Source: an optimization exercise on an open RTL-to-GDS flow (aim: small area and a short achievable clock period). Production flows keep margins and buffers that such runs may drop. Only simulation tests tie the RTL to the original design; equivalence was not proved. Power figures rest on the tool's default switching activity, not on a simulated workload.

File: flow/flow/run.sh
#!/bin/bash
# Layout flow: the standard ORFS flow (standard.sh, standard synthesis
# unchanged), with these changes to how the layout is made:
#  - the port buffers that buffer_ports adds are the smallest buffer cell
#    (every input and output still gets its own buffer);
#  - clock tree synthesis inserts no dummy loads.
# make's full output goes to standard.log in the folder this runs in; ORFS
# writes each step's own log under orfs/logs.
set -euo pipefail
bash standard.sh \
    "BUFFER_PORTS_ARGS=-buffer_cell sky130_fd_sc_hd__buf_1" \
    SETUP_SLACK_MARGIN=6 \
    "CTS_ARGS=-sink_clustering_enable -repair_clock_nets -dont_use_dummy_load -sink_clustering_size 20 -buf_list sky130_fd_sc_hd__clkbuf_8" \
    finish > standard.log 2>&1
File: flow/standard.sh
#!/bin/bash
# synth_recipe.tcl (not shown) runs the flow's synth.tcl, then flattens the netlist and writes it again
# the make line also repeats each setting of config.mk as NAME=value (left out here)
make -C /OpenROAD-flow-scripts/flow DESIGN_CONFIG=/design/flow/config.mk WORK_HOME=/design/flow/orfs CLKGATE_MAP_FILE= SYNTH_SCRIPT=/design/flow/synth_recipe.tcl "${@:-finish}"
File: flow/config.mk
export PLATFORM = sky130hd
export DESIGN_NAME = sfs
export DESIGN_NICKNAME = sfs
export VERILOG_FILES = /design/flow/design.v
export SDC_FILE = /design/flow/constraint.sdc
export NUM_CORES = 4
export LEC_CHECK = 0
export CAP_MARGIN = 20
export CORE_MARGIN = 2
export CORE_UTILIZATION = 40
export CTS_BUF_LIST = sky130_fd_sc_hd__clkbuf_8
export CTS_CLUSTER_SIZE = 20
export SETUP_SLACK_MARGIN = 5
export SLEW_MARGIN = 20
export SYNTH_HIERARCHICAL = 1
export SYNTH_MINIMUM_KEEP_SIZE = 0
File: flow/constraint.sdc
create_clock -name core_clock -period 12.0 [get_ports {clk}]
set_input_delay 2.4000 -clock core_clock [delete_from_list [all_inputs] [get_ports {clk}]]
set_output_delay 2.4000 -clock core_clock [all_outputs]
set_load 0.01 [all_outputs]
File: flow/design.v
module sfs (
    input  wire        clk,
    input  wire        rst,         
    input  wire        clr,         
    input  wire        in_valid,
    input  wire [7:0]  in_data,
    output wire        in_ready,
    output wire        res_valid,
    output wire [1:0]  res_kind,    
    output wire [31:0] res_idx,
    output wire [15:0] res_x,
    output wire [15:0] res_y,
    output wire [15:0] res_z,
    output wire [31:0] res_ax,
    output wire [31:0] res_ay,
    output wire [31:0] res_az,
    output wire [31:0] res_loss,
    input  wire        cfg_we,
    input  wire [2:0]  cfg_addr,
    input  wire [31:0] cfg_wdata,
    output reg  [31:0] cfg_rdata
);
    localparam [7:0]  SYNC_VALUE  = 8'h53;
    localparam [15:0] SCALE_RESET = 16'd16;
    localparam [2:0] REG_SCALE      = 3'd0;
    localparam [2:0] REG_STATUS     = 3'd1;
    localparam [2:0] REG_SAMPLE_IDX = 3'd2;
    localparam [2:0] REG_LOSS_RUN   = 3'd3;
    localparam [2:0] REG_LOSS_TOTAL = 3'd4;
    reg [2:0]  pos;           
    reg [7:0]  buf0, buf1, buf2, buf3, buf4;    
    reg [31:0] idx;           
    reg        idx_wrap;      
    reg [31:0] loss_run;      
    reg [31:0] loss_total;    
    reg [15:0] scale_num;     
    assign in_ready = ~(rst | clr);
    wire accept  = in_valid & ~rst & ~clr;
    wire at_sync = (pos == 3'd0);
    wire is_sync = (in_data == SYNC_VALUE);
    wire at_emit = (pos == 3'd6);
    wire op_sync = accept & at_sync &  is_sync;
    wire op_lost = accept & at_sync & ~is_sync;
    wire op_data = accept & (pos >= 3'd1) & (pos <= 3'd5);
    wire op_emit = accept & at_emit;
    function [31:0] chain;
        input [31:0] c;
        integer i;
        reg [32:0] t;
        begin
            t[0] = 1'b1;
            for (i = 0; i < 32; i = i + 1)
                if (i % 4 == 3) t[i+1] = t[i-3] & (&c[i -: 4]);
                else            t[i+1] = t[i] & c[i];
            chain = t[31:0];
        end
    endfunction
    wire [31:0] idx_t        = chain(idx);
    wire [31:0] loss_run_t   = chain(loss_run);
    wire [31:0] loss_total_t = chain(loss_total);
    wire loss_run_go   = op_lost & ~(&loss_run);
    wire loss_total_go = op_lost & ~(&loss_total);
    always @(*) begin
        if (rst) begin
            cfg_rdata = 32'd0;
        end else begin
            case (cfg_addr)
                REG_SCALE:      cfg_rdata = {16'd0, scale_num};
                REG_STATUS:     cfg_rdata = {28'd0, idx_wrap, pos};
                REG_SAMPLE_IDX: cfg_rdata = idx;
                REG_LOSS_RUN:   cfg_rdata = loss_run;
                REG_LOSS_TOTAL: cfg_rdata = loss_total;
                default:        cfg_rdata = 32'd0;
            endcase
        end
    end
    wire run_clear = rst | clr;
    always @(posedge clk) begin
        idx        <= (idx ^ (idx_t & {32{op_emit}})) & {32{~run_clear}};
        idx_wrap   <= (idx_wrap | (op_emit & (&idx))) & ~run_clear;
        loss_run   <= (loss_run ^ (loss_run_t & {32{loss_run_go}})) & {32{~(run_clear | op_emit)}};
        loss_total <= (loss_total ^ (loss_total_t & {32{loss_total_go}})) & {32{~run_clear}};
    end
    always @(posedge clk) begin
        if (rst) begin
            pos        <= 3'd0;
            scale_num  <= SCALE_RESET;
        end else begin
            if (clr) begin
                pos        <= 3'd0;
            end else begin
                if (op_sync)
                    pos <= 3'd1;
                if (op_data)
                    pos <= pos + 3'd1;
                if (op_emit)
                    pos <= 3'd0;
            end
            if (cfg_we && cfg_addr == REG_SCALE)
                scale_num <= cfg_wdata[15:0];
        end
    end
    reg [7:0]  d5;            
    reg [15:0] s_hold;        
    always @(posedge clk) begin
        if (pos == 3'd1) buf0 <= in_data;
        if (pos == 3'd2) buf1 <= in_data;
        if (pos == 3'd3) buf2 <= in_data;
        if (pos == 3'd4) buf3 <= in_data;
        if (pos == 3'd5) buf4 <= in_data;
        if (at_emit) begin
            d5     <= in_data;
            s_hold <= scale_num;
        end
    end
    reg [2:0] k1, k2, k3, k4, k5, k6;
    wire [2:0] k0 = op_emit ? 3'b110 :
                    op_lost ? 3'b101 :
                    accept  ? 3'b100 :
                    (clr & ~rst) ? 3'b010 : 3'b000;
    always @(posedge clk) begin
        if (rst) begin
            k1 <= 3'd0; k2 <= 3'd0; k3 <= 3'd0;
            k4 <= 3'd0; k5 <= 3'd0; k6 <= 3'd0;
        end else begin
            k1 <= k0; k2 <= k1; k3 <= k2;
            k4 <= k3; k5 <= k4; k6 <= k5;
        end
    end
    wire st1 = k1[2] & k1[1];
    wire st2 = k2[2] & k2[1];
    wire st3 = k3[2] & k3[1];
    wire st4 = k4[2] & k4[1];
    wire st5 = k5[2] & k5[1];
    wire        hi     = st1 | st3 | st5;
    wire [7:0]  m_b    = st1 ? buf1 : st2 ? buf2 : st3 ? buf3 :
                         st4 ? buf4 : st5 ? d5 : buf0;
    wire        m_prev = (st1 & buf0[7]) | (st3 & buf2[7]) | (st5 & buf4[7]);
    wire [15:0] m_s    = (st1 | st2 | st3 | st4 | st5) ? s_hold : scale_num;
    reg  [23:0] q;                     
    wire [15:0] m_a    = q[23:8] & {16{hi}};
    wire [23:0] m_o;
    sfs_mac u_mac (.b(m_b), .prev(m_prev), .s(m_s), .a(m_a), .o(m_o));
    reg [7:0]  ax_lo, ay_lo, az_lo;
    reg [23:0] ax_hi, ay_hi;
    reg [7:0]  x0_keep, x1_keep, y0_keep, y1_keep;    
    always @(posedge clk) begin
        q <= m_o;
        if (st1) begin
            ax_lo   <= q[7:0];
            x0_keep <= buf0;
            x1_keep <= buf1;
            y0_keep <= buf2;
            y1_keep <= buf3;
        end
        if (st2) ax_hi <= q;
        if (st3) ay_lo <= q[7:0];
        if (st4) ay_hi <= q;
        if (st5) az_lo <= q[7:0];
    end
    reg [31:0] r;
    wire [31:0] r_t   = chain(r);
    wire        r_sat = &r;
    wire [31:0] r_inc = (r ^ r_t) | {32{r_sat}};
    always @(posedge clk) begin
        if (rst)
            r <= 32'd0;
        else if (op_emit)
            r <= idx;
        else
            r <= (r ^ (r_t & {32{k6[0] & ~r_sat}})) & {32{~k6[1]}};
    end
    assign res_valid = k6[2] & ~rst;
    assign res_kind  = k6[1:0];
    assign res_idx   = r;
    assign res_loss  = r_inc;
    assign res_x     = {x1_keep, x0_keep};
    assign res_y     = {y1_keep, y0_keep};
    assign res_z     = {d5, buf4};
    assign res_ax    = {ax_hi, ax_lo};
    assign res_ay    = {ay_hi, ay_lo};
    assign res_az    = {q, az_lo};
endmodule
module sfs_mac (
    input  wire [7:0]  b,
    input  wire        prev,
    input  wire [15:0] s,
    input  wire [15:0] a,
    output wire [23:0] o
);
    wire [8:0] bw = {b, prev};
    wire one0 = bw[1] ^ bw[0];
    wire two0 = (bw[2] & ~bw[1] & ~bw[0]) | (~bw[2] & bw[1] & bw[0]);
    wire neg0 = bw[2];
    wire t0 = (one0 & s[0]) ^ neg0;
    wire t1;
    sfs_bsel u_t1 (.one(one0), .two(two0), .neg(neg0), .s1(s[1]), .s0(s[0]), .y(t1));
    wire t2;
    sfs_bsel u_t2 (.one(one0), .two(two0), .neg(neg0), .s1(s[2]), .s0(s[1]), .y(t2));
    wire t3;
    sfs_bsel u_t3 (.one(one0), .two(two0), .neg(neg0), .s1(s[3]), .s0(s[2]), .y(t3));
    wire t4;
    sfs_bsel u_t4 (.one(one0), .two(two0), .neg(neg0), .s1(s[4]), .s0(s[3]), .y(t4));
    wire t5;
    sfs_bsel u_t5 (.one(one0), .two(two0), .neg(neg0), .s1(s[5]), .s0(s[4]), .y(t5));
    wire t6;
    sfs_bsel u_t6 (.one(one0), .two(two0), .neg(neg0), .s1(s[6]), .s0(s[5]), .y(t6));
    wire t7;
    sfs_bsel u_t7 (.one(one0), .two(two0), .neg(neg0), .s1(s[7]), .s0(s[6]), .y(t7));
    wire t8;
    sfs_bsel u_t8 (.one(one0), .two(two0), .neg(neg0), .s1(s[8]), .s0(s[7]), .y(t8));
    wire t9;
    sfs_bsel u_t9 (.one(one0), .two(two0), .neg(neg0), .s1(s[9]), .s0(s[8]), .y(t9));
    wire t10;
    sfs_bsel u_t10 (.one(one0), .two(two0), .neg(neg0), .s1(s[10]), .s0(s[9]), .y(t10));
    wire t11;
    sfs_bsel u_t11 (.one(one0), .two(two0), .neg(neg0), .s1(s[11]), .s0(s[10]), .y(t11));
    wire t12;
    sfs_bsel u_t12 (.one(one0), .two(two0), .neg(neg0), .s1(s[12]), .s0(s[11]), .y(t12));
    wire t13;
    sfs_bsel u_t13 (.one(one0), .two(two0), .neg(neg0), .s1(s[13]), .s0(s[12]), .y(t13));
    wire t14;
    sfs_bsel u_t14 (.one(one0), .two(two0), .neg(neg0), .s1(s[14]), .s0(s[13]), .y(t14));
    wire t15;
    sfs_bsel u_t15 (.one(one0), .two(two0), .neg(neg0), .s1(s[15]), .s0(s[14]), .y(t15));
    wire t16 = (two0 & s[15]) ^ neg0;
    wire t17 = ~neg0;
    wire one1 = bw[3] ^ bw[2];
    wire two1 = (bw[4] & ~bw[3] & ~bw[2]) | (~bw[4] & bw[3] & bw[2]);
    wire neg1 = bw[4];
    wire t18 = (one1 & s[0]) ^ neg1;
    wire t19;
    sfs_bsel u_t19 (.one(one1), .two(two1), .neg(neg1), .s1(s[1]), .s0(s[0]), .y(t19));
    wire t20;
    sfs_bsel u_t20 (.one(one1), .two(two1), .neg(neg1), .s1(s[2]), .s0(s[1]), .y(t20));
    wire t21;
    sfs_bsel u_t21 (.one(one1), .two(two1), .neg(neg1), .s1(s[3]), .s0(s[2]), .y(t21));
    wire t22;
    sfs_bsel u_t22 (.one(one1), .two(two1), .neg(neg1), .s1(s[4]), .s0(s[3]), .y(t22));
    wire t23;
    sfs_bsel u_t23 (.one(one1), .two(two1), .neg(neg1), .s1(s[5]), .s0(s[4]), .y(t23));
    wire t24;
    sfs_bsel u_t24 (.one(one1), .two(two1), .neg(neg1), .s1(s[6]), .s0(s[5]), .y(t24));
    wire t25;
    sfs_bsel u_t25 (.one(one1), .two(two1), .neg(neg1), .s1(s[7]), .s0(s[6]), .y(t25));
    wire t26;
    sfs_bsel u_t26 (.one(one1), .two(two1), .neg(neg1), .s1(s[8]), .s0(s[7]), .y(t26));
    wire t27;
    sfs_bsel u_t27 (.one(one1), .two(two1), .neg(neg1), .s1(s[9]), .s0(s[8]), .y(t27));
    wire t28;
    sfs_bsel u_t28 (.one(one1), .two(two1), .neg(neg1), .s1(s[10]), .s0(s[9]), .y(t28));
    wire t29;
    sfs_bsel u_t29 (.one(one1), .two(two1), .neg(neg1), .s1(s[11]), .s0(s[10]), .y(t29));
    wire t30;
    sfs_bsel u_t30 (.one(one1), .two(two1), .neg(neg1), .s1(s[12]), .s0(s[11]), .y(t30));
    wire t31;
    sfs_bsel u_t31 (.one(one1), .two(two1), .neg(neg1), .s1(s[13]), .s0(s[12]), .y(t31));
    wire t32;
    sfs_bsel u_t32 (.one(one1), .two(two1), .neg(neg1), .s1(s[14]), .s0(s[13]), .y(t32));
    wire t33;
    sfs_bsel u_t33 (.one(one1), .two(two1), .neg(neg1), .s1(s[15]), .s0(s[14]), .y(t33));
    wire t34 = (two1 & s[15]) ^ neg1;
    wire t35 = ~neg1;
    wire one2 = bw[5] ^ bw[4];
    wire two2 = (bw[6] & ~bw[5] & ~bw[4]) | (~bw[6] & bw[5] & bw[4]);
    wire neg2 = bw[6];
    wire t36 = (one2 & s[0]) ^ neg2;
    wire t37;
    sfs_bsel u_t37 (.one(one2), .two(two2), .neg(neg2), .s1(s[1]), .s0(s[0]), .y(t37));
    wire t38;
    sfs_bsel u_t38 (.one(one2), .two(two2), .neg(neg2), .s1(s[2]), .s0(s[1]), .y(t38));
    wire t39;
    sfs_bsel u_t39 (.one(one2), .two(two2), .neg(neg2), .s1(s[3]), .s0(s[2]), .y(t39));
    wire t40;
    sfs_bsel u_t40 (.one(one2), .two(two2), .neg(neg2), .s1(s[4]), .s0(s[3]), .y(t40));
    wire t41;
    sfs_bsel u_t41 (.one(one2), .two(two2), .neg(neg2), .s1(s[5]), .s0(s[4]), .y(t41));
    wire t42;
    sfs_bsel u_t42 (.one(one2), .two(two2), .neg(neg2), .s1(s[6]), .s0(s[5]), .y(t42));
    wire t43;
    sfs_bsel u_t43 (.one(one2), .two(two2), .neg(neg2), .s1(s[7]), .s0(s[6]), .y(t43));
    wire t44;
    sfs_bsel u_t44 (.one(one2), .two(two2), .neg(neg2), .s1(s[8]), .s0(s[7]), .y(t44));
    wire t45;
    sfs_bsel u_t45 (.one(one2), .two(two2), .neg(neg2), .s1(s[9]), .s0(s[8]), .y(t45));
    wire t46;
    sfs_bsel u_t46 (.one(one2), .two(two2), .neg(neg2), .s1(s[10]), .s0(s[9]), .y(t46));
    wire t47;
    sfs_bsel u_t47 (.one(one2), .two(two2), .neg(neg2), .s1(s[11]), .s0(s[10]), .y(t47));
    wire t48;
    sfs_bsel u_t48 (.one(one2), .two(two2), .neg(neg2), .s1(s[12]), .s0(s[11]), .y(t48));
    wire t49;
    sfs_bsel u_t49 (.one(one2), .two(two2), .neg(neg2), .s1(s[13]), .s0(s[12]), .y(t49));
    wire t50;
    sfs_bsel u_t50 (.one(one2), .two(two2), .neg(neg2), .s1(s[14]), .s0(s[13]), .y(t50));
    wire t51;
    sfs_bsel u_t51 (.one(one2), .two(two2), .neg(neg2), .s1(s[15]), .s0(s[14]), .y(t51));
    wire t52 = (two2 & s[15]) ^ neg2;
    wire t53 = ~neg2;
    wire one3 = bw[7] ^ bw[6];
    wire two3 = (bw[8] & ~bw[7] & ~bw[6]) | (~bw[8] & bw[7] & bw[6]);
    wire neg3 = bw[8];
    wire t54 = (one3 & s[0]) ^ neg3;
    wire t55;
    sfs_bsel u_t55 (.one(one3), .two(two3), .neg(neg3), .s1(s[1]), .s0(s[0]), .y(t55));
    wire t56;
    sfs_bsel u_t56 (.one(one3), .two(two3), .neg(neg3), .s1(s[2]), .s0(s[1]), .y(t56));
    wire t57;
    sfs_bsel u_t57 (.one(one3), .two(two3), .neg(neg3), .s1(s[3]), .s0(s[2]), .y(t57));
    wire t58;
    sfs_bsel u_t58 (.one(one3), .two(two3), .neg(neg3), .s1(s[4]), .s0(s[3]), .y(t58));
    wire t59;
    sfs_bsel u_t59 (.one(one3), .two(two3), .neg(neg3), .s1(s[5]), .s0(s[4]), .y(t59));
    wire t60;
    sfs_bsel u_t60 (.one(one3), .two(two3), .neg(neg3), .s1(s[6]), .s0(s[5]), .y(t60));
    wire t61;
    sfs_bsel u_t61 (.one(one3), .two(two3), .neg(neg3), .s1(s[7]), .s0(s[6]), .y(t61));
    wire t62;
    sfs_bsel u_t62 (.one(one3), .two(two3), .neg(neg3), .s1(s[8]), .s0(s[7]), .y(t62));
    wire t63;
    sfs_bsel u_t63 (.one(one3), .two(two3), .neg(neg3), .s1(s[9]), .s0(s[8]), .y(t63));
    wire t64;
    sfs_bsel u_t64 (.one(one3), .two(two3), .neg(neg3), .s1(s[10]), .s0(s[9]), .y(t64));
    wire t65;
    sfs_bsel u_t65 (.one(one3), .two(two3), .neg(neg3), .s1(s[11]), .s0(s[10]), .y(t65));
    wire t66;
    sfs_bsel u_t66 (.one(one3), .two(two3), .neg(neg3), .s1(s[12]), .s0(s[11]), .y(t66));
    wire t67;
    sfs_bsel u_t67 (.one(one3), .two(two3), .neg(neg3), .s1(s[13]), .s0(s[12]), .y(t67));
    wire t68;
    sfs_bsel u_t68 (.one(one3), .two(two3), .neg(neg3), .s1(s[14]), .s0(s[13]), .y(t68));
    wire t69;
    sfs_bsel u_t69 (.one(one3), .two(two3), .neg(neg3), .s1(s[15]), .s0(s[14]), .y(t69));
    wire t70 = (two3 & s[15]) ^ neg3;
    wire t71 = ~neg3;
    wire t72 = ~a[15];
    wire t73, t74;
    sfs_ha u_t73 (.a(t4), .b(t20), .s(t73), .co(t74));
    wire t75, t76;
    sfs_ha u_t75 (.a(t5), .b(t21), .s(t75), .co(t76));
    wire t77, t78;
    sfs_fa u_t77 (.a(t6), .b(t22), .c(t38), .s(t77), .co(t78));
    wire t79, t80;
    sfs_ha u_t79 (.a(t54), .b(neg3), .s(t79), .co(t80));
    wire t81, t82;
    sfs_fa u_t81 (.a(t7), .b(t23), .c(t39), .s(t81), .co(t82));
    wire t83, t84;
    sfs_ha u_t83 (.a(t55), .b(a[7]), .s(t83), .co(t84));
    wire t85, t86;
    sfs_fa u_t85 (.a(t8), .b(t24), .c(t40), .s(t85), .co(t86));
    wire t87, t88;
    sfs_ha u_t87 (.a(t56), .b(a[8]), .s(t87), .co(t88));
    wire t89, t90;
    sfs_fa u_t89 (.a(t9), .b(t25), .c(t41), .s(t89), .co(t90));
    wire t91, t92;
    sfs_ha u_t91 (.a(t57), .b(a[9]), .s(t91), .co(t92));
    wire t93, t94;
    sfs_fa u_t93 (.a(t10), .b(t26), .c(t42), .s(t93), .co(t94));
    wire t95, t96;
    sfs_ha u_t95 (.a(t58), .b(a[10]), .s(t95), .co(t96));
    wire t97, t98;
    sfs_fa u_t97 (.a(t11), .b(t27), .c(t43), .s(t97), .co(t98));
    wire t99, t100;
    sfs_ha u_t99 (.a(t59), .b(a[11]), .s(t99), .co(t100));
    wire t101, t102;
    sfs_fa u_t101 (.a(t12), .b(t28), .c(t44), .s(t101), .co(t102));
    wire t103, t104;
    sfs_ha u_t103 (.a(t60), .b(a[12]), .s(t103), .co(t104));
    wire t105, t106;
    sfs_fa u_t105 (.a(t13), .b(t29), .c(t45), .s(t105), .co(t106));
    wire t107, t108;
    sfs_ha u_t107 (.a(t61), .b(a[13]), .s(t107), .co(t108));
    wire t109, t110;
    sfs_fa u_t109 (.a(t14), .b(t30), .c(t46), .s(t109), .co(t110));
    wire t111, t112;
    sfs_ha u_t111 (.a(t62), .b(a[14]), .s(t111), .co(t112));
    wire t113, t114;
    sfs_fa u_t113 (.a(t15), .b(t31), .c(t47), .s(t113), .co(t114));
    wire t115, t116;
    sfs_fa u_t115 (.a(t63), .b(t72), .c(1'b1), .s(t115), .co(t116));
    wire t117, t118;
    sfs_fa u_t117 (.a(t16), .b(t32), .c(t48), .s(t117), .co(t118));
    wire t119, t120;
    sfs_ha u_t119 (.a(t64), .b(1'b1), .s(t119), .co(t120));
    wire t121, t122;
    sfs_fa u_t121 (.a(t17), .b(t33), .c(t49), .s(t121), .co(t122));
    wire t123, t124;
    sfs_ha u_t123 (.a(t34), .b(t50), .s(t123), .co(t124));
    wire t125, t126;
    sfs_ha u_t125 (.a(t2), .b(t18), .s(t125), .co(t126));
    wire t127, t128;
    sfs_ha u_t127 (.a(t3), .b(t19), .s(t127), .co(t128));
    wire t129, t130;
    sfs_fa u_t129 (.a(t73), .b(t36), .c(neg2), .s(t129), .co(t130));
    wire t131, t132;
    sfs_fa u_t131 (.a(t74), .b(t75), .c(t37), .s(t131), .co(t132));
    wire t133, t134;
    sfs_fa u_t133 (.a(t76), .b(t77), .c(t79), .s(t133), .co(t134));
    wire t135, t136;
    sfs_fa u_t135 (.a(t78), .b(t80), .c(t81), .s(t135), .co(t136));
    wire t137, t138;
    sfs_fa u_t137 (.a(t82), .b(t84), .c(t85), .s(t137), .co(t138));
    wire t139, t140;
    sfs_fa u_t139 (.a(t86), .b(t88), .c(t89), .s(t139), .co(t140));
    wire t141, t142;
    sfs_fa u_t141 (.a(t90), .b(t92), .c(t93), .s(t141), .co(t142));
    wire t143, t144;
    sfs_fa u_t143 (.a(t94), .b(t96), .c(t97), .s(t143), .co(t144));
    wire t145, t146;
    sfs_fa u_t145 (.a(t98), .b(t100), .c(t101), .s(t145), .co(t146));
    wire t147, t148;
    sfs_fa u_t147 (.a(t102), .b(t104), .c(t105), .s(t147), .co(t148));
    wire t149, t150;
    sfs_fa u_t149 (.a(t106), .b(t108), .c(t109), .s(t149), .co(t150));
    wire t151, t152;
    sfs_fa u_t151 (.a(t110), .b(t112), .c(t113), .s(t151), .co(t152));
    wire t153, t154;
    sfs_fa u_t153 (.a(t114), .b(t116), .c(t117), .s(t153), .co(t154));
    wire t155, t156;
    sfs_fa u_t155 (.a(t118), .b(t120), .c(t121), .s(t155), .co(t156));
    wire t157, t158;
    sfs_fa u_t157 (.a(t122), .b(t123), .c(t66), .s(t157), .co(t158));
    wire t159, t160;
    sfs_fa u_t159 (.a(t124), .b(t35), .c(t51), .s(t159), .co(t160));
    wire t161, t162;
    sfs_ha u_t161 (.a(t52), .b(t68), .s(t161), .co(t162));
    wire t163, t164;
    sfs_ha u_t163 (.a(t0), .b(neg0), .s(t163), .co(t164));
    wire t165, t166;
    sfs_ha u_t165 (.a(t1), .b(a[1]), .s(t165), .co(t166));
    wire t167, t168;
    sfs_fa u_t167 (.a(t125), .b(neg1), .c(a[2]), .s(t167), .co(t168));
    wire t169, t170;
    sfs_fa u_t169 (.a(t126), .b(t127), .c(a[3]), .s(t169), .co(t170));
    wire t171, t172;
    sfs_fa u_t171 (.a(t128), .b(t129), .c(a[4]), .s(t171), .co(t172));
    wire t173, t174;
    sfs_fa u_t173 (.a(t130), .b(t131), .c(a[5]), .s(t173), .co(t174));
    wire t175, t176;
    sfs_fa u_t175 (.a(t132), .b(t133), .c(a[6]), .s(t175), .co(t176));
    wire t177, t178;
    sfs_fa u_t177 (.a(t134), .b(t135), .c(t83), .s(t177), .co(t178));
    wire t179, t180;
    sfs_fa u_t179 (.a(t136), .b(t137), .c(t87), .s(t179), .co(t180));
    wire t181, t182;
    sfs_fa u_t181 (.a(t138), .b(t139), .c(t91), .s(t181), .co(t182));
    wire t183, t184;
    sfs_fa u_t183 (.a(t140), .b(t141), .c(t95), .s(t183), .co(t184));
    wire t185, t186;
    sfs_fa u_t185 (.a(t142), .b(t143), .c(t99), .s(t185), .co(t186));
    wire t187, t188;
    sfs_fa u_t187 (.a(t144), .b(t145), .c(t103), .s(t187), .co(t188));
    wire t189, t190;
    sfs_fa u_t189 (.a(t146), .b(t147), .c(t107), .s(t189), .co(t190));
    wire t191, t192;
    sfs_fa u_t191 (.a(t148), .b(t149), .c(t111), .s(t191), .co(t192));
    wire t193, t194;
    sfs_fa u_t193 (.a(t150), .b(t151), .c(t115), .s(t193), .co(t194));
    wire t195, t196;
    sfs_fa u_t195 (.a(t152), .b(t153), .c(t119), .s(t195), .co(t196));
    wire t197, t198;
    sfs_fa u_t197 (.a(t154), .b(t155), .c(t65), .s(t197), .co(t198));
    wire t199, t200;
    sfs_fa u_t199 (.a(t156), .b(t157), .c(1'b1), .s(t199), .co(t200));
    wire t201, t202;
    sfs_fa u_t201 (.a(t158), .b(t159), .c(t67), .s(t201), .co(t202));
    wire t203, t204;
    sfs_fa u_t203 (.a(t160), .b(t161), .c(1'b1), .s(t203), .co(t204));
    wire t205, t206;
    sfs_fa u_t205 (.a(t162), .b(t53), .c(t69), .s(t205), .co(t206));
    wire t207, t208;
    sfs_ha u_t207 (.a(t70), .b(1'b1), .s(t207), .co(t208));
    wire [23:0] r0 = {t208, t206, t204, t202, t200, t198, t196, t194, t192, t190, t188, t186, t184, t182, t180, t178, t176, t174, t172, t170, t168, t166, t164, t163};
    wire [23:0] r1 = {t71, t207, t205, t203, t201, t199, t197, t195, t193, t191, t189, t187, t185, t183, t181, t179, t177, t175, t173, t171, t169, t167, t165, a[0]};
    assign o = r0 + r1;
endmodule
module sfs_bsel (input wire one, input wire two, input wire neg, input wire s1, input wire s0, output wire y);
    assign y = ((one & s1) | (two & s0)) ^ neg;
endmodule
module sfs_fa (input wire a, input wire b, input wire c, output wire s, output wire co);
    assign s  = a ^ b ^ c;
    assign co = (a & b) | (a & c) | (b & c);
endmodule
module sfs_ha (input wire a, input wire b, output wire s, output wire co);
    assign s  = a ^ b;
    assign co = a & b;
endmodule
==> flow_summary.ini, run 1 <==
[timing]
relSlewSlack = 0.289
worst_pin_slew_ns = 1.06
hold_violations = 0
period_share = 0.507
drv_slew = 0
final.min_clock_period_ns = 6.08
finalSetupViolCount = 0
fmax_ghz = 0.164
rsz0062_at_grt = yes
clock_skew_ns = 0.0847
setup_tns_ns = 0

[clock_network]
h-tree-depth = 2
clock-sinks = 358
clock_latency_ns = 0.66
path_clk_slew_ns = 0.05
clockRootBuffer = clkbuf_8
cts_max_path_buffers = 3
cts_buffers = 60
cts_tree = done

[die]
pin_count = 292
dieArea_mm2 = 0.0508
rows = 81
fp.dieH_um = 225
core_area_mm2 = 0.0486
initial_core_util = 0.403
die_w_um = 225

[worst_setup_path]
crit_path_cell_trace = buf_12, buf_12, mux2i_4, nor2_2, a21oi_2, or2_4, a21oi_4, buf_6
critPathMaxStageDelay_ns = 0.27
critPathArrivalTime_ns = 3.68
cp.required_ns = 9.60
crit_fanout = 6
cp_common_cell = buf_12
end_kind = primary output
crit_path_top_delay_cell = or2_4
startpoint_type = input pin
crit_type = input pin to primary output

[yosys]
avgSynthCellArea_um2 = 10.6
synth_warnings = 7
synth-seq-cells = 358
ys_types = 91
synthFlopType = dfxtp_1
synth_enable_flop_cells = 168
yosysSeqAreaShare = 0.452
syn_inst = 1844
syn_area_mm2 = 0.0196
async_reset_ff_frac = 0

[cells_and_area]
area_delta_synth_final_pct = 19.8
seqCellArea_mm2 = 0.00885
finish.utilization = 0.482
antenna_cells = 0
nets = 2351
multi_input_area_mm2 = 0.0108
num-fill-cells = 4590
drive_gt1_frac = 0.172

[place]
place.detailed.hpwl_um = 38700
place.gp.congestion = 0.882
numPortBuffers = 275

[global_route]
grt_max_degree = 59
gr-total-overflow = 0
grt_pass1_wl_um = 84800
track_usage = 0.213
grt_pass1_vias = 15300
antenna_found_initial = 1

[routing]
drc = 0
wl_per_cell_um = 20.0
vias = 15900
drt-pass1-iter-count = 5
routed_wl_um = 56000
antenna_left = 0
viasPerCell = 5.68
first_iter_violations = 1197

[power_and_ir_drop]
p_leak_nw = 8.20
ir_worst_vdd_mv = 0.0841
power_density_mw_per_mm2 = 119

[run_status]
status = timing/DRC/antenna clean

[flow_run]
drv_cap = 0

[hold_path]
worstHoldPathType = register to register
==> modules after synthesis, one instance, submodules excluded <==
module    area [µm²]  times used
sfs_bsel        21.3          60
sfs_fa          20.0          49
sfs_ha          12.5          19
sfs            15600           1
sfs_mac         1530           1
==> per-layer routing <==
layer	share of wire	GRT usage
met3	0.075	0.0428
met4	0.028	0.0799
met5	0.00023	0
met1	0.42	0.275
met2	0.48	0.354
==> registers in the layout, indices dropped and copies added, names as in the netlist, 16 cells and up <==
signal / count
loss_total: 32
r: 32
q: 24
ay_hi: 24
s_hold: 16
ax_hi: 24
scale_num: 16
loss_run: 32
idx: 32
==> stage by stage <==
stage                     cells  total power, mW  instance area (µm²)  worst slack (ns)  hold slack [ns]
after floorplan            1848             1.76                19800              5.99            0.414
after global placement     2683             1.89                21400              5.27            0.425
after detailed placement   2683             1.90                21400              5.19            0.426
after CTS                  2775             2.81                22900              5.98            0.437
after global routing       2799             2.94                23500              5.91            0.452
final                      2799             2.79                23500              5.92            0.437
==> power breakdown <==
group          switching [mW]  internal, mW
clock network           0.446         0.437
registers              0.0466          1.35
logic                   0.294         0.218
total                   0.787          2.00
==> synth_stat cells, drive strengths merged (3+ instances only) <==
| cell type | instances | area (µm²) |
|---|---|---|
| inv | 44 | 165 |
| nor2 | 119 | 449 |
| o22a | 4 | 35.0 |
| edfxtp | 168 | 5040 |
| a41oi | 6 | 60.1 |
| o22ai | 9 | 56.3 |
| mux2i | 44 | 440 |
| nand2 | 142 | 543 |
| nand3 | 57 | 285 |
| clkbuf | 55 | 206 |
| mux2 | 21 | 236 |
| xnor2 | 101 | 885 |
| or2 | 16 | 100 |
| and3 | 14 | 87.6 |
| or3 | 28 | 175 |
| and4 | 16 | 140 |
| nor2b | 42 | 263 |
| and2 | 15 | 96.3 |
| a22oi | 69 | 818 |
| buf | 30 | 159 |
| o211ai | 20 | 160 |
| fa | 50 | 1000 |
| a211oi | 9 | 72.6 |
| nand4 | 36 | 253 |
| nor3 | 18 | 110 |
| a21oi | 135 | 679 |
| o21ai | 87 | 439 |
| a21boi | 3 | 22.5 |
| ha | 74 | 926 |
| or4 | 19 | 146 |
| o311ai | 29 | 254 |
| nor4 | 13 | 139 |
| dfxtp | 190 | 3800 |
| nand3b | 4 | 30.0 |
| xor2 | 44 | 385 |
| nand2b | 38 | 238 |
| o31ai | 14 | 133 |
| nor4b | 3 | 32.5 |
| a21o | 17 | 128 |
| a31oi | 6 | 37.5 |
| o21a | 5 | 37.5 |
==> worst paths after layout <==
path	startpoint	to	slack, ns	depth (start not counted)
hold reg to reg	buf3[3]$_DFFE_PN_	y1_keep[3]$_DFFE_PP_	0.44	0
setup reg to reg	k3[2]$_SDFF_PP0_	q[22]$_DFF_P_	6.25	18
setup / recovery	cfg_addr[2]	cfg_rdata[12]	5.92	8
hold / removal	buf3[3]$_DFFE_PN_	y1_keep[3]$_DFFE_PP_	0.44	0
==> logic make-up after synthesis <==
| family | after synthesis | share of synthesized area |
|---|---|---|
| adders and majority gates | 124 | 0.0984 |
| AOI/OAI and AO/OA | 434 | 0.162 |
| muxes | 65 | 0.0346 |
| and+or+nand+nor | 586 | 0.160 |
| buffers and inverters | 131 | 0.0281 |
| DFF | 358 | 0.452 |
| other | 1 | 0.000191 |
| xor gates and xnor gates | 145 | 0.0648 |
==> cells in the final DEF (no fill, tap or decap), types with 16 or more instances in the layout <==
cell type	count
buf_1	254
dfxtp_1	189
edfxtp_1	168
nand2_1	137
nor2_1	111
a21oi_1	108
xnor2_1	98
ha_1	68
o21ai_0	67
a22oi_2	64
clkbuf_8	60
nand3_1	55
fa_1	50
buf_4	48
inv_1	41
xor2_1	40
nor2b_1	39
mux2i_1	37
nand2b_1	35
nand4_1	33
or3_1	27
o311ai_1	20
buf_6	19
o211ai_1	18
or4_1	18
a21o_1	17
a21oi_2	16
and4_1	16
==> repair_timing <==
| action | in CTS | in global routing |
|---|---|---|
| hold buffers | 0 | 0 |
| setup endpoints to repair | 51 | 47 |
| setup buffers | 23 | 22 |
| resized for setup | 101 | 75 |
| pin swaps | 24 | 38 |
| gates cloned | 9 | 2 |
==> layout make-up <==
class                      count  share of cell area
multi-input combinational   1363               0.462
inverter                      46             0.00826
clock buffer                  60              0.0352
sequential                   358               0.377
timing repair buffer         350              0.0842
tap                          622              0.0332
==> critical path, delay by kind of cell <==
kind / cells / cell delay (ns)
AND/OR/NAND/NOR: 2 / 0.43
multiplexers: 1 / 0.19
buffers and inverters: 3 / 0.39
AO/OA/AOI/OAI: 2 / 0.25
==> run 2: changes to the inputs <==
--- a/flow/flow/run.sh
+++ b/flow/flow/run.sh
@@ -10,5 +10,5 @@
 bash standard.sh \
     "BUFFER_PORTS_ARGS=-buffer_cell sky130_fd_sc_hd__buf_1" \
-    SETUP_SLACK_MARGIN=6 \
+    SETUP_SLACK_MARGIN=6.6 \
     "CTS_ARGS=-sink_clustering_enable -repair_clock_nets -dont_use_dummy_load -sink_clustering_size 20 -buf_list sky130_fd_sc_hd__clkbuf_8" \
     finish > standard.log 2>&1
==> run 2 against run 1 <==
Via count is 2.3% higher. Combinational power is 22% higher. Worst hold slack worse by 0.072 ns. Die area stayed put. Flip-flop and latch count stayed put. Final area is 7.9% higher. Critical path type unchanged.
==> flow_summary.ini, run 2 <==
[cells_and_area]
area_delta_synth_final_pct = 29.3
final_cell_mix = buf_1 (234), dfxtp_1 (174), edfxtp_1 (168)
drive_gt1_frac = 0.255
finalNonFillerCells = 2856
num-fill-cells = 4320
final_area_mm2 = 0.0253
nets = 2408
antenna_cells = 0
layout_commonest_cell = buf_1
seqCellArea_mm2 = 0.00888
multi_input_area_mm2 = 0.0117

[power_and_ir_drop]
p_sw_mw = 0.832
p_leak_nw = 8.89
comb_power_share = 0.214
pwr-share-clk = 0.306
seqPwrFrac = 0.480
netSwitchingFraction = 0.286
power_density_mw_per_mm2 = 115
ir_worst_vdd_mv = 0.0645
intPower_mw = 2.08

[timing]
clock_skew_ns = 0.0854
rsz0062_at_grt = yes
setup_tns_ns = 0
worst_pin_slew_ns = 1.02
relSlewSlack = 0.317
finalSetupViolCount = 0
worst_slack_ns = 5.94
hold_violations = 0
period_share = 0.505
final.min_clock_period_ns = 6.06
drv_slew = 0
fmax_ghz = 0.165

[yosys]
synth_enable_flop_cells = 168
yosysTopAreaCell = edfxtp_1
synthFlopType = dfxtp_1
synth-seq-cells = 358
synth_top_area_frac = 0.258
avgSynthCellArea_um2 = 10.6
synthTopCellsByCount = dfxtp_1 (190), edfxtp_1 (168), nand2_1 (138)
netlist_top_cells_area = edfxtp_1 (26%), dfxtp_1 (19%), fa_1 (5.1%)
syn_inst = 1844
ys_types = 91
yosysSeqAreaShare = 0.452
syn_area_mm2 = 0.0196
async_reset_ff_frac = 0
synth.most_common_cell = dfxtp_1
synth_warnings = 7

[worst_setup_path]
critPathArrivalTime_ns = 3.66
rrSetupSlack_ns = 6.73
rr_worst_depth = 22
cp.required_ns = 9.60
reg2reg_from = k5[2]$_SDFF_PP0_
crit_fanout = 5
r2r_end = q[23]$_DFF_P_
end_kind = primary output
crit_type = input pin to primary output
startpoint_type = input pin

[hold_path]
min_to = y1_keep[7]$_DFFE_PP_
holdCritStartpoint = buf3[7]$_DFFE_PN_
worstHoldPathType = register to register
min_path_cells = 0

[die]
initial_core_util = 0.403
fp.dieH_um = 225
die_w_um = 225
dieArea_mm2 = 0.0508
core_area_mm2 = 0.0486
pin_count = 292
rows = 81

[clock_network]
cts_tree = done
clock-sinks = 358
path_clk_slew_ns = 0.06
postCtsHoldBufs = 0
clockRootBuffer = clkbuf_8
cts_max_path_buffers = 3
clock_latency_ns = 0.67
h-tree-depth = 2
cts_buffers = 61

[place]
place.gp.congestion = 0.921
place_ws_ns = 5.31
place_area_mm2 = 0.0218
place.detailed.hpwl_um = 39200
place_inst = 2682
numPortBuffers = 275

[global_route]
grt_pass1_wl_um = 89700
gr-total-overflow = 0
grt_pass1_vias = 15700
grt_max_degree = 46
track_usage = 0.228
antenna_found_initial = 0

[routing]
first_iter_violations = 1134
routed_wl_um = 59500
viasPerCell = 5.70
wl_per_cell_um = 20.8
vias = 16300
antenna_left = 0
drt-pass1-iter-count = 6
drc = 0

[run_status]
status = timing/DRC/antenna clean

[flow_run]
drv_cap = 0
[run 2: cell count changes in the layout (fill, tap and decap cells not counted), sizes merged]
cell	before	now
or2	16	18
buf	346	398
bufbuf	2	6
o21ai	88	87
a21oi	136	137
nand2b	39	38
[run 2: worst max path at each step]
stage / from / to / slack (ns)
3_5_place_dp: k4[2]$_SDFF_PP0_ / q[23]$_DFF_P_ / 5.31
2_1_floorplan: k1[1]$_SDFF_PP0_ / q[23]$_DFF_P_ / 6.28
4_1_cts: cfg_addr[1] / cfg_rdata[8] / 5.99
3_3_place_gp: k4[2]$_SDFF_PP0_ / q[23]$_DFF_P_ / 5.40
5_1_grt: cfg_addr[2] / cfg_rdata[8] / 5.91
6_report: cfg_addr[1] / cfg_rdata[6] / 5.94
[run 2: final cells by class]
cell class | count | area share
Multi-Input combinational cell | 1364 | 0.463
Sequential cell | 358 | 0.351
Timing Repair Buffer | 405 | 0.114
Clock buffer | 61 | 0.0332
Tap cell | 622 | 0.0307
Inverter | 46 | 0.00820
[run 2: logic make-up after synthesis]
logic type | Yosys count | synth area share
DFF | 358 | 0.452
buffers and inverters | 131 | 0.0281
and+or+nand+nor | 586 | 0.160
muxes | 65 | 0.0346
adders and majority gates | 124 | 0.0984
xor gates and xnor gates | 145 | 0.0648
other | 1 | 0.000191
AOI/OAI and AO/OA | 434 | 0.162
[run 2: routing by layer]
metal / vias to the layer above / share of wire / GRT usage
met2: 612 / 0.49 / 0.390
met1: 7988 / 0.41 / 0.285
met4: 0 / 0.031 / 0.0795
met3: 123 / 0.070 / 0.0471
met5: - / 0 / 0
li1: 7543 / - / -
[run 2: power groups by stage]
stage | clock network (mW) | logic [mW] | registers, mW
floorplan | 0 | 0.375 | 1.43
global placement | 0 | 0.497 | 1.42
detailed placement | 0 | 0.504 | 1.42
CTS | 0.919 | 0.564 | 1.40
global route | 0.966 | 0.676 | 1.40
finish | 0.891 | 0.623 | 1.40
[run 2: worst max-delay path, cell delays in order]
cell and delay (ns):
buf_12 0.09, buf_12 0.11, nor2b_4 0.18, buf_6 0.11
buf_6 0.10, a21oi_1 0.07, or2_4 0.26, a21oi_4 0.17
buf_2 0.16
[run 2: per-stage QoR]
stage	hold WS, ns	utilization	total power [mW]
finish	0.365	0.521	2.91
global route	0.364	0.521	3.05
CTS	0.359	0.503	2.88
detailed placement	0.426	0.448	1.93
global placement	0.425	0.448	1.92
floorplan	0.414	-	1.80
[run 2: per-module statistics from Yosys (local to each module, per instance)]
| module | cells | area (µm²) | copies in the design |
|---|---|---|---|
| sfs_fa | 1 | 20.0 | 49 |
| sfs | 1435 | 15600 | 1 |
| sfs_mac | 221 | 1530 | 1 |
| sfs_ha | 1 | 12.5 | 19 |
| sfs_bsel | 2 | 21.3 | 60 |
[run 2: timing repair]
| item | in CTS | in global routing |
|---|---|---|
| setup endpoints to repair | 86 | 57 |
| pin swaps | 41 | 72 |
| cloned | 16 | 0 |
| buffers inserted | 66 | 31 |
| resized for setup | 198 | 118 |
==> run 3: changes to the inputs <==
--- a/flow/design.v
+++ b/flow/design.v
@@ -61,18 +61,19 @@
     wire loss_run_go   = op_lost & ~(&loss_run);
     wire loss_total_go = op_lost & ~(&loss_total);
-    always @(*) begin
-        if (rst) begin
-            cfg_rdata = 32'd0;
-        end else begin
-            case (cfg_addr)
-                REG_SCALE:      cfg_rdata = {16'd0, scale_num};
-                REG_STATUS:     cfg_rdata = {28'd0, idx_wrap, pos};
-                REG_SAMPLE_IDX: cfg_rdata = idx;
-                REG_LOSS_RUN:   cfg_rdata = loss_run;
-                REG_LOSS_TOTAL: cfg_rdata = loss_total;
-                default:        cfg_rdata = 32'd0;
-            endcase
-        end
-    end
+    wire [31:0] rd_data;
+    sfs_rd5 #(.W(4)) u_rd0 (.addr(cfg_addr), .rst(rst),
+        .v0(scale_num[3:0]), .v1({idx_wrap, pos}), .v2(idx[3:0]),
+        .v3(loss_run[3:0]), .v4(loss_total[3:0]), .y(rd_data[3:0]));
+    sfs_rd4 #(.W(6)) u_rd1 (.addr(cfg_addr), .rst(rst),
+        .v0(scale_num[9:4]), .v2(idx[9:4]),
+        .v3(loss_run[9:4]), .v4(loss_total[9:4]), .y(rd_data[9:4]));
+    sfs_rd4 #(.W(6)) u_rd2 (.addr(cfg_addr), .rst(rst),
+        .v0(scale_num[15:10]), .v2(idx[15:10]),
+        .v3(loss_run[15:10]), .v4(loss_total[15:10]), .y(rd_data[15:10]));
+    sfs_rd3 #(.W(8)) u_rd3 (.addr(cfg_addr), .rst(rst),
+        .v2(idx[23:16]), .v3(loss_run[23:16]), .v4(loss_total[23:16]), .y(rd_data[23:16]));
+    sfs_rd3 #(.W(8)) u_rd4 (.addr(cfg_addr), .rst(rst),
+        .v2(idx[31:24]), .v3(loss_run[31:24]), .v4(loss_total[31:24]), .y(rd_data[31:24]));
+    always @(*) cfg_rdata = rd_data;
     wire run_clear = rst | clr;
     always @(posedge clk) begin
@@ -182,4 +183,41 @@
     assign res_az    = {q, az_lo};
 endmodule
+module sfs_rd5 #(parameter W = 4) (
+    input  wire [2:0]   addr,
+    input  wire         rst,
+    input  wire [W-1:0] v0, v1, v2, v3, v4,
+    output wire [W-1:0] y
+);
+    wire s0 = ~rst & (addr == 3'd0);
+    wire s1 = ~rst & (addr == 3'd1);
+    wire s2 = ~rst & (addr == 3'd2);
+    wire s3 = ~rst & (addr == 3'd3);
+    wire s4 = ~rst & (addr == 3'd4);
+    assign y = (v0 & {W{s0}}) | (v1 & {W{s1}}) | (v2 & {W{s2}}) |
+               (v3 & {W{s3}}) | (v4 & {W{s4}});
+endmodule
+module sfs_rd4 #(parameter W = 6) (
+    input  wire [2:0]   addr,
+    input  wire         rst,
+    input  wire [W-1:0] v0, v2, v3, v4,
+    output wire [W-1:0] y
+);
+    wire s0 = ~rst & (addr == 3'd0);
+    wire s2 = ~rst & (addr == 3'd2);
+    wire s3 = ~rst & (addr == 3'd3);
+    wire s4 = ~rst & (addr == 3'd4);
+    assign y = (v0 & {W{s0}}) | (v2 & {W{s2}}) | (v3 & {W{s3}}) | (v4 & {W{s4}});
+endmodule
+module sfs_rd3 #(parameter W = 8) (
+    input  wire [2:0]   addr,
+    input  wire         rst,
+    input  wire [W-1:0] v2, v3, v4,
+    output wire [W-1:0] y
+);
+    wire s2 = ~rst & (addr == 3'd2);
+    wire s3 = ~rst & (addr == 3'd3);
+    wire s4 = ~rst & (addr == 3'd4);
+    assign y = (v2 & {W{s2}}) | (v3 & {W{s3}}) | (v4 & {W{s4}});
+endmodule
 module sfs_mac (
     input  wire [7:0]  b,
--- a/flow/flow/run.sh
+++ b/flow/flow/run.sh
@@ -10,5 +10,5 @@
 bash standard.sh \
     "BUFFER_PORTS_ARGS=-buffer_cell sky130_fd_sc_hd__buf_1" \
-    SETUP_SLACK_MARGIN=6.6 \
+    SETUP_SLACK_MARGIN=6 \
     "CTS_ARGS=-sink_clustering_enable -repair_clock_nets -dont_use_dummy_load -sink_clustering_size 20 -buf_list sky130_fd_sc_hd__clkbuf_8" \
     finish > standard.log 2>&1
==> run 3 against run 2 <==
Setup slack better by 0.015 ns. Clock skew up 0.035 ns. Worst hold slack better by 0.059 ns. Via count decreased by 7.2%. Final area is 9.1% lower. Critical endpoint is now cfg_rdata[8].
==> flow_summary.ini, run 3 <==
[run_status]
status = timing/DRC/antenna clean

[place]
place_ws_ns = 4.63
place.gp.congestion = 0.895
place.detailed.hpwl_um = 37400
place_area_mm2 = 0.0212
numPortBuffers = 275
place_inst = 2622

[die]
fp.dieH_um = 224
rows = 80
core_area_mm2 = 0.0478
pin_count = 292
dieArea_mm2 = 0.0504
initial_core_util = 0.406
die_w_um = 224

[clock_network]
cts_buffers = 60
clockRootBuffer = clkbuf_8
postCtsHoldBufs = 0
clock-sinks = 358
h-tree-depth = 2
cts_tree = done
clock_latency_ns = 0.67
path_clk_slew_ns = 0.06
cts_max_path_buffers = 3

[yosys]
synthFlopType = dfxtp_1
synth_warnings = 7
synth_top_area_frac = 0.259
avgSynthCellArea_um2 = 10.9
yosysTopAreaCell = edfxtp_1
synthTopCellsByCount = dfxtp_1 (190), edfxtp_1 (168), nand2_1 (162)
synth-seq-cells = 358
syn_inst = 1786
synth_enable_flop_cells = 168
synth.most_common_cell = dfxtp_1
netlist_top_cells_area = edfxtp_1 (26%), dfxtp_1 (20%), xnor2_1 (6.2%)
yosysSeqAreaShare = 0.455
syn_area_mm2 = 0.0194
ys_types = 86
async_reset_ff_frac = 0

[power_and_ir_drop]
pwr-share-clk = 0.314
p_sw_mw = 0.774
p_leak_nw = 7.91
seqPwrFrac = 0.501
finalPower_mw = 2.78
ir_worst_vdd_mv = 0.0828
netSwitchingFraction = 0.279
comb_power_share = 0.185
power_density_mw_per_mm2 = 121
intPower_mw = 2.00

[timing]
final.min_clock_period_ns = 6.05
finalSetupViolCount = 0
whs_ns = 0.425
setup_tns_ns = 0
hold_violations = 0
clock_skew_ns = 0.120
worst_slack_ns = 5.95
period_share = 0.504
fmax_ghz = 0.165
rsz0062_at_grt = yes
relSlewSlack = 0.289
worst_pin_slew_ns = 1.06
drv_slew = 0

[cells_and_area]
finalNonFillerCells = 2738
nets = 2296
multi_input_area_mm2 = 0.0105
final_area_mm2 = 0.0230
layout_commonest_cell = buf_1
seqCellArea_mm2 = 0.00885
area_delta_synth_final_pct = 18.4
finish.utilization = 0.481
drive_gt1_frac = 0.158
final_cell_mix = buf_1 (262), dfxtp_1 (190), edfxtp_1 (168)
num-fill-cells = 4488

[routing]
antenna_left = 0
wl_per_cell_um = 19.6
routed_wl_um = 53700
drc = 0
vias = 15100
viasPerCell = 5.51
drt-pass1-iter-count = 5
first_iter_violations = 950

[global_route]
grt_pass1_wl_um = 81100
grt_pass1_vias = 14600
track_usage = 0.204
grt_max_degree = 61
gr-total-overflow = 0
antenna_found_initial = 2

[worst_setup_path]
cp.required_ns = 9.60
end_kind = primary output
crit_type = input pin to primary output
startpoint_type = input pin
critPathArrivalTime_ns = 3.65
crit_fanout = 7

[hold_path]
worstHoldPathType = register to register

[flow_run]
drv_cap = 0
run 3: cell type report:
cell class,instances,area share
Antenna cell,1,0.000109
Timing Repair Buffer,348,0.0831
Clock buffer,60,0.0359
Tap cell,615,0.0334
Multi-Input combinational cell,1314,0.456
Sequential cell,358,0.384
Timing Repair inverter,2,0.000435
Inverter,40,0.00669
run 3: per-layer routing:
layer,track usage,part of all wire
met3,0.0319,0.055
met1,0.264,0.44
met4,0.0733,0.026
met2,0.347,0.48
met5,0,0.00024
run 3: worst max-delay path, cell delays in order:
cell     delay (ns)
buf_4          0.17
buf_12         0.15
or3b_4         0.50
o22ai_4        0.24
buf_2          0.18
run 3: worst paths after layout:
kind	from	to	slack, ns	cells after the start
min	scale_num[2]$_SDFFE_PP0P_	s_hold[2]$_DFFE_PN_	0.42	0
max	rst	cfg_rdata[8]	5.95	5
max reg2reg	k5[2]$_SDFF_PP0_	q[22]$_DFF_P_	6.22	23
min reg2reg	scale_num[2]$_SDFFE_PP0P_	s_hold[2]$_DFFE_PN_	0.42	0
run 3: kinds of logic after synthesis:
family                     count (synthesis)  synth area share
and+or+nand+nor                          557             0.153
xor gates and xnor gates                 168            0.0757
buffers and inverters                    120            0.0293
DFF                                      358             0.455
muxes                                     81            0.0429
AOI/OAI and AO/OA                        377             0.145
adders and majority gates                124            0.0991
other                                      1          0.000193
run 3: power groups by stage:
stage	logic (mW)	registers [mW]	clock network, mW
floorplan	0.348	1.42	0
global placement	0.476	1.42	0
detailed placement	0.482	1.42	0
CTS	0.492	1.40	0.903
global route	0.571	1.40	0.951
finish	0.513	1.39	0.872
run 3: modules after synthesis (local to each module, per instance), a selection:
| module | flops+latches | cells inside |
|---|---|---|
| sfs_fa | 0 | 1 |
| sfs | 358 | 1262 |
| sfs_mac | 0 | 221 |
| sfs_ha | 0 | 1 |
| sfs_bsel | 0 | 2 |
run 3: repair_timing:
item,4_1_cts,5_1_grt
gates resized for setup,41,50
setup buffers,22,20
pin swaps,10,14
cloned,4,7
setup endpoints to repair,85,72
==> run 4: changes to the inputs <==
--- a/flow/flow/run.sh
+++ b/flow/flow/run.sh
@@ -11,4 +11,4 @@
     "BUFFER_PORTS_ARGS=-buffer_cell sky130_fd_sc_hd__buf_1" \
     SETUP_SLACK_MARGIN=6 \
-    "CTS_ARGS=-sink_clustering_enable -repair_clock_nets -dont_use_dummy_load -sink_clustering_size 20 -buf_list sky130_fd_sc_hd__clkbuf_8" \
+    "CTS_ARGS=-sink_clustering_enable -repair_clock_nets -dont_use_dummy_load -sink_clustering_size 16 -buf_list sky130_fd_sc_hd__clkbuf_4" \
     finish > standard.log 2>&1
--- a/flow/config.mk
+++ b/flow/config.mk
@@ -9,6 +9,6 @@
 export CORE_MARGIN = 2
 export CORE_UTILIZATION = 40
-export CTS_BUF_LIST = sky130_fd_sc_hd__clkbuf_8
-export CTS_CLUSTER_SIZE = 20
+export CTS_BUF_LIST = sky130_fd_sc_hd__clkbuf_4
+export CTS_CLUSTER_SIZE = 16
 export SETUP_SLACK_MARGIN = 5
 export SLEW_MARGIN = 20
==> run 4 against run 3 <==
Sequential share of layout area barely moved. Die area did not move. Largest power group unchanged. Final area barely moved. Critical endpoint is now cfg_rdata[19]. Worst hold slack improved by 0.0046 ns. Utilization barely moved. Clock power fell by 8.6%. Via count rose by 1.2%. Synthesized area did not move. Wire length rose by 1.1%. Sequential power barely moved. Global-route usage rose by 0.17 points.
==> flow_summary.ini, run 4 <==
[run_status]
status = timing/DRC/antenna clean

[yosys]
synth_top_family_by_area = simple AND/OR/NAND/NOR gates
yosysTopAreaCell = edfxtp_1
synth_top_area_frac = 0.259
synth_enable_flop_cells = 168
syn_inst = 1786
muxShareOfSynthArea = 0.0429
synthFlopType = dfxtp_1
synth_warnings = 7
yosysSeqAreaShare = 0.455
synth_xor_area_frac = 0.0757
synthTopCellsByCount = dfxtp_1 (190), edfxtp_1 (168), nand2_1 (162)
synth-seq-cells = 358
synth_compound_area_frac = 0.145
netlist_top_cells_area = edfxtp_1 (26%), dfxtp_1 (20%), xnor2_1 (6.2%)
ys_types = 86
synthAdderAreaFrac = 0.0991
syn_area_mm2 = 0.0194
synth.most_common_cell = dfxtp_1
avgSynthCellArea_um2 = 10.9
synthSimpleGateAreaFrac = 0.153
async_reset_ff_frac = 0

[worst_setup_path]
crit_fanout = 8
cp.required_ns = 9.60
crit_path_cell_trace = clkbuf_2, clkbuf_16, or3b_4, o2bb2ai_2, buf_1
cp_top_family = buffers and inverters
crit_path_top_delay_cell = or3b_4
critPathArrivalTime_ns = 3.65
crit_type = input pin to primary output
critPathMaxStageDelay_ns = 0.49
startpoint_type = input pin
end_kind = primary output
path_buf_inv = 3

[clock_network]
cts_max_path_buffers = 3
cts_buffers = 96
cts_tree = done
path_clk_slew_ns = 0.06
clock_latency_ns = 0.83
clock-sinks = 358
h-tree-depth = 3
clockRootBuffer = clkbuf_4

[place]
place.gp.congestion = 0.895
place.detailed.hpwl_um = 37400
place_ws_ns = 4.63
place_area_mm2 = 0.0212
numPortBuffers = 275

[cells_and_area]
final_cell_mix = buf_1 (252), dfxtp_1 (190), edfxtp_1 (168)
drive_gt1_frac = 0.175
layout_commonest_cell = buf_1
nets = 2329
num-fill-cells = 4486
area_delta_synth_final_pct = 18.4
final_area_mm2 = 0.0230

[power_and_ir_drop]
pwr-share-clk = 0.295
ir_worst_vdd_mv = 0.0540
p_sw_mw = 0.778
p_leak_nw = 7.98
intPower_mw = 1.93
comb_power_share = 0.191
power_density_mw_per_mm2 = 118
seqPwrFrac = 0.515
netSwitchingFraction = 0.287

[timing]
period_share = 0.504
drv_slew = 0
final.min_clock_period_ns = 6.05
worst_pin_slew_ns = 1.02
setup_tns_ns = 0
hold_violations = 0
finalSetupViolCount = 0
fmax_ghz = 0.165
clock_skew_ns = 0.129
worst_slack_ns = 5.95
relSlewSlack = 0.314
rsz0062_at_grt = yes

[routing]
drt-pass1-iter-count = 5
first_iter_violations = 891
routed_wl_um = 54300
antenna_left = 0
viasPerCell = 5.51
drc = 0
vias = 15300
wl_per_cell_um = 19.6

[die]
die_w_um = 224
fp.dieH_um = 224
pin_count = 292
core_area_mm2 = 0.0478
dieArea_mm2 = 0.0504
initial_core_util = 0.406
rows = 80

[global_route]
grt_pass1_vias = 14900
grt_pass1_wl_um = 81500
grt_max_degree = 61
track_usage = 0.206
antenna_found_initial = 2
gr-total-overflow = 0

[flow_run]
drv_cap = 0

[hold_path]
worstHoldPathType = register to register
run 4: path summary, 6_finish.rpt:
| path | start | end | slack (ns) | cells after the start |
|---|---|---|---|---|
| min | buf0[6]$_DFFE_PP_ | x0_keep[6]$_DFFE_PP_ | 0.43 | 0 |
| min reg2reg | buf0[6]$_DFFE_PP_ | x0_keep[6]$_DFFE_PP_ | 0.43 | 0 |
| max reg2reg | k5[1]$_SDFF_PP0_ | q[23]$_DFF_P_ | 6.21 | 22 |
| max | cfg_addr[2] | cfg_rdata[19] | 5.95 | 5 |
run 4: cell type report:
cell class,count,area [µm²],area share
Multi-Input combinational cell,1314,10500,0.458
Sequential cell,358,8850,0.384
Timing Repair Buffer,345,1970,0.0856
Tap cell,615,769,0.0334
Clock buffer,96,721,0.0313
Inverter,40,154,0.00669
Timing Repair inverter,2,12.5,0.000544
Antenna cell,2,5.00,0.000217
run 4: cell families (layout without fill, tap and decap cells):
family                   Yosys count  count (layout)
buffers and inverters            120             483
other                              1               7
AO/OA/AOI/OAI                    377             379
XOR/XNOR                         168             168
AND/OR/NAND/NOR                  557             557
adder cells (fa/ha/maj)          124             124
multiplexers                      81              81
flip-flops                       358             358
run 4: metal layers:
layer,up-vias,part of all wire,track usage
met1,7429,0.43,0.261
met3,86,0.064,0.0408
met4,2,0.022,0.0726
met5,-,0.00026,0
met2,494,0.49,0.350
li1,7264,-,-
run 4: what timing repair did:
| action | CTS | global route |
|---|---|---|
| gates cloned | 3 | 10 |
| endpoints found under the setup margin | 85 | 74 |
| gates resized for setup | 38 | 69 |
| buffers inserted | 25 | 13 |
| pin swaps | 12 | 14 |
| hold buffers | 0 | 0 |
run 4: metrics by stage:
stage,utilization,instances,power [mW],hold slack [ns]
after floorplan,-,1790,1.77,0.414
after global placement,0.443,2622,1.89,0.431
after detailed placement,0.443,2622,1.90,0.427
after CTS,0.467,2746,2.72,0.428
after global routing,0.481,2772,2.86,0.438
final,0.481,2772,2.71,0.429
run 4: power groups by stage:
| stage | Combinational [mW] | Sequential, mW | Clock, mW |
|---|---|---|---|
| 2_1_floorplan | 0.348 | 1.42 | 0 |
| 5_1_grt | 0.572 | 1.40 | 0.890 |
| 3_3_place_gp | 0.476 | 1.42 | 0 |
| 3_5_place_dp | 0.482 | 1.42 | 0 |
| 6_report | 0.516 | 1.39 | 0.797 |
| 4_1_cts | 0.493 | 1.39 | 0.833 |
run 4: modules after synthesis, one instance, submodules excluded, excerpt:
| module | cells | area (µm²) |
|---|---|---|
| sfs_ha | 1 | 12.5 |
| sfs_fa | 1 | 20.0 |
| sfs_bsel | 2 | 21.3 |
| sfs_mac | 221 | 1530 |
| sfs | 1262 | 14300 |
==> run 5: changes to the inputs <==
--- a/flow/flow/run.sh
+++ b/flow/flow/run.sh
@@ -10,5 +10,5 @@
 bash standard.sh \
     "BUFFER_PORTS_ARGS=-buffer_cell sky130_fd_sc_hd__buf_1" \
-    SETUP_SLACK_MARGIN=6 \
+    SETUP_SLACK_MARGIN=6.3 \
     "CTS_ARGS=-sink_clustering_enable -repair_clock_nets -dont_use_dummy_load -sink_clustering_size 16 -buf_list sky130_fd_sc_hd__clkbuf_4" \
     finish > standard.log 2>&1
==> run 5 against run 4 <==
Still clean on timing, DRC and antenna. Synthesized area unchanged. Register-to-register slack better by 0.30 ns. Setup slack gained 0.060 ns. Clock skew decreased by 0.033 ns. Largest cell class unchanged.
==> flow_summary.ini, run 5 <==
[yosys]
syn_area_mm2 = 0.0194
synthFlopType = dfxtp_1
syn_inst = 1786
netlist_top_cells_area = edfxtp_1 (26%), dfxtp_1 (20%), xnor2_1 (6.2%)
avgSynthCellArea_um2 = 10.9
synth_warnings = 7
yosysSeqAreaShare = 0.455
synth-seq-cells = 358
synth_top_area_frac = 0.259
synthTopCellsByCount = dfxtp_1 (190), edfxtp_1 (168), nand2_1 (162)
ys_types = 86
yosysTopAreaCell = edfxtp_1
async_reset_ff_frac = 0
synth_enable_flop_cells = 168
synth.most_common_cell = dfxtp_1

[die]
die_w_um = 224
fp.dieH_um = 224
initial_core_util = 0.406
core_area_mm2 = 0.0478
pin_count = 292
rows = 80
dieArea_mm2 = 0.0504

[timing]
setup_tns_ns = 0
rsz0062_at_grt = yes
final.min_clock_period_ns = 5.99
fmax_ghz = 0.167
clock_skew_ns = 0.0956
hold_violations = 0
drv_slew = 0
worst_slack_ns = 6.01
relSlewSlack = 0.305
period_share = 0.499
worst_pin_slew_ns = 1.03
finalSetupViolCount = 0

[run_status]
status = timing/DRC/antenna clean

[place]
place.gp.congestion = 0.873
numPortBuffers = 275
place_ws_ns = 5.52
place_area_mm2 = 0.0213
place.detailed.hpwl_um = 38100
place_inst = 2625

[clock_network]
cts_tree = done
clock-sinks = 358
clockRootBuffer = clkbuf_4
cts_max_path_buffers = 3
path_clk_slew_ns = 0.06
h-tree-depth = 3
clock_latency_ns = 0.83
cts_buffers = 94

[cells_and_area]
nets = 2375
final_cell_mix = buf_1 (237), dfxtp_1 (186), edfxtp_1 (168)
area_delta_synth_final_pct = 24.9
seqCellArea_mm2 = 0.00885
multi_input_area_mm2 = 0.0110
final_area_mm2 = 0.0243
drive_gt1_frac = 0.225
finalNonFillerCells = 2820
layout_commonest_cell = buf_1
num-fill-cells = 4349

[global_route]
grt_pass1_wl_um = 86000
grt_pass1_vias = 15200
gr-total-overflow = 0
track_usage = 0.220
grt_max_degree = 61
antenna_found_initial = 5

[power_and_ir_drop]
ir_worst_vdd_mv = 0.0539
p_leak_nw = 8.52
power_density_mw_per_mm2 = 113
finalPower_mw = 2.76

[routing]
wl_per_cell_um = 20.2
routed_wl_um = 56900
drc = 0
viasPerCell = 5.53
antenna_left = 0
drt-pass1-iter-count = 5
first_iter_violations = 967
vias = 15600

[hold_path]
worstHoldPathType = register to register
min_path_cells = 0

[flow_run]
drv_cap = 0

[worst_setup_path]
startpoint_type = input pin
cp.required_ns = 9.60
end_kind = primary output
crit_fanout = 6
critPathArrivalTime_ns = 3.59
crit_type = input pin to primary output
rr_worst_depth = 22
-- run 5: worst paths after layout --
kind	slack (ns)	startpoint	to
worst max-delay path	6.01	rst	cfg_rdata[16]
worst min-delay path	0.41	buf0[2]$_DFFE_PP_	x0_keep[2]$_DFFE_PP_
worst max register to register	6.51	k5[1]$_SDFF_PP0_	q[23]$_DFF_P_
worst min register to register	0.41	buf0[2]$_DFFE_PP_	x0_keep[2]$_DFFE_PP_
-- run 5: area by class of cell --
| type | instances | share of cell area |
|---|---|---|
| multi-input combinational | 1313 | 0.452 |
| sequential | 358 | 0.364 |
| timing repair buffer | 396 | 0.116 |
| tap | 615 | 0.0317 |
| clock buffer | 94 | 0.0291 |
| inverter | 40 | 0.00644 |
| antenna | 4 | 0.000412 |
-- run 5: cells by family (layout without fill, tap and decap cells) --
group	count (synthesis)	in the layout	share of synthesized area
AO/OA/AOI/OAI	377	377	0.145
XOR/XNOR	168	168	0.0757
adder cells (fa/ha/maj)	124	124	0.0991
buffers and inverters	120	530	0.0293
flip-flops	358	358	0.455
multiplexers	81	81	0.0429
other	1	9	0.000193
AND/OR/NAND/NOR	557	558	0.153
-- run 5: modules after synthesis (local to each module, per instance), excerpt --
module    cells  flops+latches
sfs_fa        1              0
sfs        1262            358
sfs_bsel      2              0
sfs_mac     221              0
sfs_ha        1              0
-- run 5: metrics by stage --
stage	hold slack, ns	utilization
after global routing	0.400	0.508
after detailed placement	0.426	0.444
after floorplan	0.414	-
after CTS	0.397	0.495
final	0.409	0.508
after global placement	0.428	0.444
-- run 5: power by group --
| part | internal, mW | total (mW) | leakage [nW] | switching, mW |
|---|---|---|---|---|
| combinational | 0.253 | 0.565 | 5.02 | 0.312 |
| sequential | 1.35 | 1.40 | 3.07 | 0.0485 |
| clock | 0.353 | 0.794 | 0.432 | 0.441 |
| total | 1.95 | 2.76 | 8.52 | 0.801 |
-- run 5: what timing repair did --
item                                    4_1_cts  5_1_grt
hold buffers                                  0        0
buffers inserted                             52       30
endpoints found under the setup margin       59       80
gates cloned                                 13        2
resized for setup                           176       72
pin swaps                                    42       20
hold endpoints to repair                      0        0
-- run 5: critical path, cell delays in order --
cell	delay, ns
clkbuf_16	0.14
buf_12	0.14
or3b_4	0.47
buf_12	0.17
o2bb2ai_4	0.15
buf_6	0.13
-- run 5: per-layer routing --
| metal | wire [µm] | up-vias | part of all wire | GRT usage |
|---|---|---|---|---|
| li1 | - | 7375 | - | - |
| met3 | 3630 | 94 | 0.064 | 0.0528 |
| met4 | 1420 | 4 | 0.025 | 0.0803 |
| met2 | 27800 | 499 | 0.49 | 0.372 |
| met1 | 24000 | 7619 | 0.42 | 0.274 |
| met5 | 27 | - | 0.00047 | 0 |

==> port drivers added, routing unchanged <==
No port has a modelled driver above. Below, the same layouts with a new extraction and two added sets of constraints.
Step 1 (the two cells are an assumption about what drives the block):
set clk [get_ports {clk}]
set_driving_cell -lib_cell sky130_fd_sc_hd__clkbuf_16 $clk
set_driving_cell -lib_cell sky130_fd_sc_hd__buf_2 [delete_from_list [all_inputs] $clk]
Step 2 adds t to the input delays and takes it off the output delays; t is the mean of the earliest and latest rising clock arrival at the registers after step 1. Input paths then give back, and output paths get back, about the clock's delay inside the block.
Slacks: ideal ports / drivers / drivers and shift; pairs: ideal ports / drivers.
| run | shift t [ns] | setup WS [ns] | worst slew at a driven data input, ns | pins driven straight from the clock port |
|---|---|---|---|---|
| run 1 | 0.674 | 5.920 / 5.874 / 5.874 | 0.08 | 1 |
| run 2 | 0.684 | 5.938 / 5.876 / 5.876 | 0.09 | 1 |
| run 3 | 0.664 | 5.952 / 5.929 / 5.929 | 0.08 | 1 |
| run 4 | 0.819 | 5.946 / 5.924 / 5.924 | 0.09 | 1 |
| run 5 | 0.832 | 6.006 / 5.964 / 5.964 | 0.09 | 1 |
After both steps setup and hold are still met in every run listed. For run 2, which loses most, drivers alone change the setup slack by -0.062 ns; drivers and shift together by -0.062 ns.
